From an optimization exercise on the open Yosys and OpenROAD flow, aimed at small area, a short achievable clock period and few clock cycles; shortcuts taken in it are not production practice.
Function was checked by simulation only, so behaviour that the tests miss may differ from the original.
Power is estimated from default activity; no workload was simulated.

## tia_render
module tia_render (
    input  wire        clk,
    input  wire        rst,
    input  wire        cmd_valid,
    output wire        cmd_ready,
    input  wire [2:0]  cmd_op,
    input  wire [5:0]  cmd_addr,
    input  wire [7:0]  cmd_data,
    input  wire [8:0]  cmd_x,       
    input  wire [8:0]  cmd_y,       
    output reg         pix_valid,
    output reg  [8:0]  pix_y,
    output reg  [7:0]  pix_x,
    output reg  [6:0]  pix_color,
    output reg         rd_valid,
    output wire [14:0] rd_data
);
    localparam K_PW = 2'd0;    
    localparam K_R  = 2'd1;    
    localparam K_J  = 2'd2;    
    localparam R_VBLANK = 5'd0,  R_NUSIZ0 = 5'd1,  R_NUSIZ1 = 5'd2,  R_COLUP0 = 5'd3;
    localparam R_COLUP1 = 5'd4,  R_COLUPF = 5'd5,  R_COLUBK = 5'd6,  R_CTRLPF = 5'd7;
    localparam R_REFP0  = 5'd8,  R_REFP1  = 5'd9,  R_PF0    = 5'd10, R_PF1    = 5'd11;
    localparam R_PF2    = 5'd12, R_GRP0   = 5'd13, R_GRP1   = 5'd14, R_ENAM0  = 5'd15;
    localparam R_ENAM1  = 5'd16, R_ENABL  = 5'd17, R_VDELP0 = 5'd18, R_VDELP1 = 5'd19;
    localparam R_VDELBL = 5'd20, R_RESMP0 = 5'd21, R_RESMP1 = 5'd22;
    localparam R_POS    = 5'd24;  
    localparam R_RD     = 5'd30;  
  ...
make LEC_CHECK=0 ABC_AREA=1 CAP_MARGIN=20 CORE_MARGIN=2 CORE_UTILIZATION=60 CTS_BUF_LIST=sky130_fd_sc_hd__clkbuf_8 CTS_CLUSTER_DIAMETER=50 CTS_CLUSTER_SIZE=12 SETUP_SLACK_MARGIN=5 SLEW_MARGIN=20 finish   # period 8.0 ns
run.sh (not shown) runs the stock make flow with config.mk's settings and CLKGATE_MAP_FILE= SYNTH_SCRIPT=/design/flow/synth_recipe.tcl, a recipe that flattens the netlist after the stock synthesis.
Testbench counts at the start, summed over its fixed seeds: cycles 172,451.
Rerun with:
CORE_UTILIZATION = 40   (was 60)
Result:
- The changed run went through all stages and came out clean
- clock skew came out lower by 0.0071 ns
- wire length grows by 2.8%
- cell area increases by 1.8%
Rerun with:
CTS_CLUSTER_DIAMETER = 60   (was 50)
CTS_CLUSTER_SIZE = 20   (was 12)
Total power went down by 4.1%; hold slack gets better by 0.0087 ns; utilization falls by 0.48 points; maximum frequency fell by 2.7%.
Rerun with:
CTS_BUF_LIST = sky130_fd_sc_hd__clkbuf_4 sky130_fd_sc_hd__clkbuf_8   (was sky130_fd_sc_hd__clkbuf_8)
CTS_CLUSTER_DIAMETER = 40   (was 60)
CTS_CLUSTER_SIZE = 8   (was 20)
Effect:
- The changed run went through all stages and came out clean
- synthesized area does not change
- global-route usage goes up by 0.35 points
- non-clock buffer count goes down by 7
- setup slack gains 0.077 ns
- die area stays the same
- first-iteration DRC count goes up by a few percent
- via count goes up slightly
- flip-flop and latch count stays the same
- routed wire length goes up slightly
- worst hold slack loses 0.0084 ns
- cell count goes up slightly

---

tia_render, a different RTL version from the one above (not shown whole).
Size in the first run: roughly 1500 cells after synthesis, ~310 flip-flops, roughly 80 I/O pins, roughly 16000 um^2 of cells after synthesis.
export LEC_CHECK = 0
export CAP_MARGIN = 20
export CORE_MARGIN = 2
export CORE_UTILIZATION = 40
export SETUP_SLACK_MARGIN = 5
export SLEW_MARGIN = 20
create_clock -name core_clock -period 8.0 [get_ports {clk}]
The starting point finished clean.
Testbench counts at the start, summed over its fixed seeds: cycles 173,416.
Then changed:
- SETUP_SLACK_MARGIN: 5 -> not set
What happened: Clock power goes down by about 5%. Cell area is lower by about 10%. Routed wire length falls by about 8%. Sequential share of layout area rose by 4.3 points. Clock skew stays flat. Via count drops by 5.5%.
Then changed:
- ABC_CLOCK_PERIOD_IN_PS: not set -> 2500
- SETUP_SLACK_MARGIN: not set -> 5
Result: Sequential cell count stays the same; synthesized cell count is unchanged; count of clock-buffer cells in the layout went up by 1; design area increases by about 11%; die area stays the same; power went up by about 6%.

---

tia_render with an RTL version that a note above also has.
Size: roughly 290 flip-flops, roughly 16000 um2 of cells after synthesis.
clock: 8.0 ns
lec_check: 0
abc_area: 1
cap_margin: 20
core_margin: 2
core_utilization: 40
cts_buf_list: sky130_fd_sc_hd__clkbuf_8
cts_cluster_diameter: 40
cts_cluster_size: 10
setup_slack_margin: 5
slew_margin: 20
Testbench counts at the start, summed over its fixed seeds: cycles 172,451.
Change:
CTS_CLUSTER_DIAMETER = 50   (was 40)
CTS_CLUSTER_SIZE = 12   (was 10)
PLACE_DENSITY = 0.75   (was default)
Outcome:
- area after synthesis stays the same
- setup slack is worse by 0.055 ns
- design area shrinks by 2.7%

---

S:
Another version of the RTL of tia_render (not shown whole).
Size in the first run: roughly 1900 cells after synthesis, ~310 flip-flops, ~80 I/O pins, roughly 16000 µm² of cells after synthesis.
## tia_render
module tia_render (
    input  wire        clk,
    input  wire        rst,
    input  wire        cmd_valid,
    output wire        cmd_ready,
    input  wire [2:0]  cmd_op,
    input  wire [5:0]  cmd_addr,
    input  wire [7:0]  cmd_data,
    input  wire [8:0]  cmd_x,       
    input  wire [8:0]  cmd_y,       
    output reg         pix_valid,
    output reg  [8:0]  pix_y,
    output reg  [7:0]  pix_x,
    output reg  [6:0]  pix_color,
    output reg         rd_valid,
    output reg  [14:0] rd_data
);
clock: 8.0 ns
lec_check: 0
abc_area: 1
cap_margin: 20
core_margin: 2
core_utilization: 40
setup_slack_margin: 5
slew_margin: 20
S: PASS, flow complete, no timing, DRC or antenna violations
Testbench counts of S, summed over its fixed seeds: cycles 172,451.
For Q, these inputs were changed with respect to S:
# S
export LEC_CHECK = 0
export ABC_AREA = 1
export CAP_MARGIN = 20
export CORE_MARGIN = 2
export CORE_UTILIZATION = 40
export SETUP_SLACK_MARGIN = 5
export SLEW_MARGIN = 20
create_clock -name core_clock -period 8.0 [get_ports {clk}]
# Q
export LEC_CHECK = 0
export CAP_MARGIN = 20
export CORE_MARGIN = 2
export CORE_UTILIZATION = 40
export SETUP_SLACK_MARGIN = 5
export SLEW_MARGIN = 20
create_clock -name core_clock -period 8.0 [get_ports {clk}]
### Flow results
Changes observed in Q relative to S: synthesized cell count moved down, total CTS buffers went down by about 3%, area share of fa/ha/maj cells after synthesis went up.
Between Q and S, area added between synthesis and finish is higher for Q, S comes in under that.
Between Q and S, final instance area is higher for Q, S comes in under that.
Max freq S -> Q: degraded
Going from S to Q, total power density per cell area now sits at about the same level; share of total power in the clock network now sits higher.

[static timing again, ports no longer ideal]
Ports are ideal in the flow. The routed layouts listed here were re-timed in OpenROAD.
Step 1 assumes that a clkbuf_16 drives the clock port and a buf_2 every other input.
Step 2 times the ports against the registers' clock, not the clock port: input delays grow and output delays shrink by t, the midpoint of the rising clock arrivals with the driver on.
Slacks: no drivers / after step 1 / after step 2; pairs: no drivers / after step 1.
run	t, ns	setup slack, ns	hold slack, ns	worst setup path after step 2	pins driven straight from the clock port
the first run of note 1	0.566	5.020 / 4.992 / 4.475	0.313 / 0.313 / 0.313	input to register	1
the second run of note 1	0.601	5.130 / 5.141 / 4.552	0.321 / 0.321 / 0.321	input to register	1
the third run of note 1	0.637	5.049 / 5.072 / 4.435	0.330 / 0.330 / 0.330	input to register	1
the fourth run of note 1	0.635	5.127 / 5.119 / 4.518	0.321 / 0.321 / 0.321	input to register	1
the first run of note 2	0.573	3.927 / 3.927 / 3.927	0.321 / 0.321 / 0.321	register to register	1
the second run of note 2	0.564	2.600 / 2.600 / 2.600	0.324 / 0.324 / 0.324	register to register	1
the third run of note 2	0.573	3.927 / 3.927 / 3.927	0.321 / 0.321 / 0.321	register to register	1
the first run of note 3	0.639	5.042 / 5.063 / 4.424	0.324 / 0.324 / 0.324	input to register	1
the second run of note 3	0.602	4.987 / 5.018 / 4.416	0.323 / 0.323 / 0.323	input to register	1
S	0.583	5.004 / 4.979 / 4.452	0.325 / 0.325 / 0.325	input to register	1
Q	0.565	4.733 / 4.733 / 4.437	0.326 / 0.326 / 0.326	input to register	1
After both steps setup and hold are still met in every run listed. The setup slack of the first run of note 3, which loses most, moves by +0.021 ns with the drivers and by -0.618 ns with both steps.
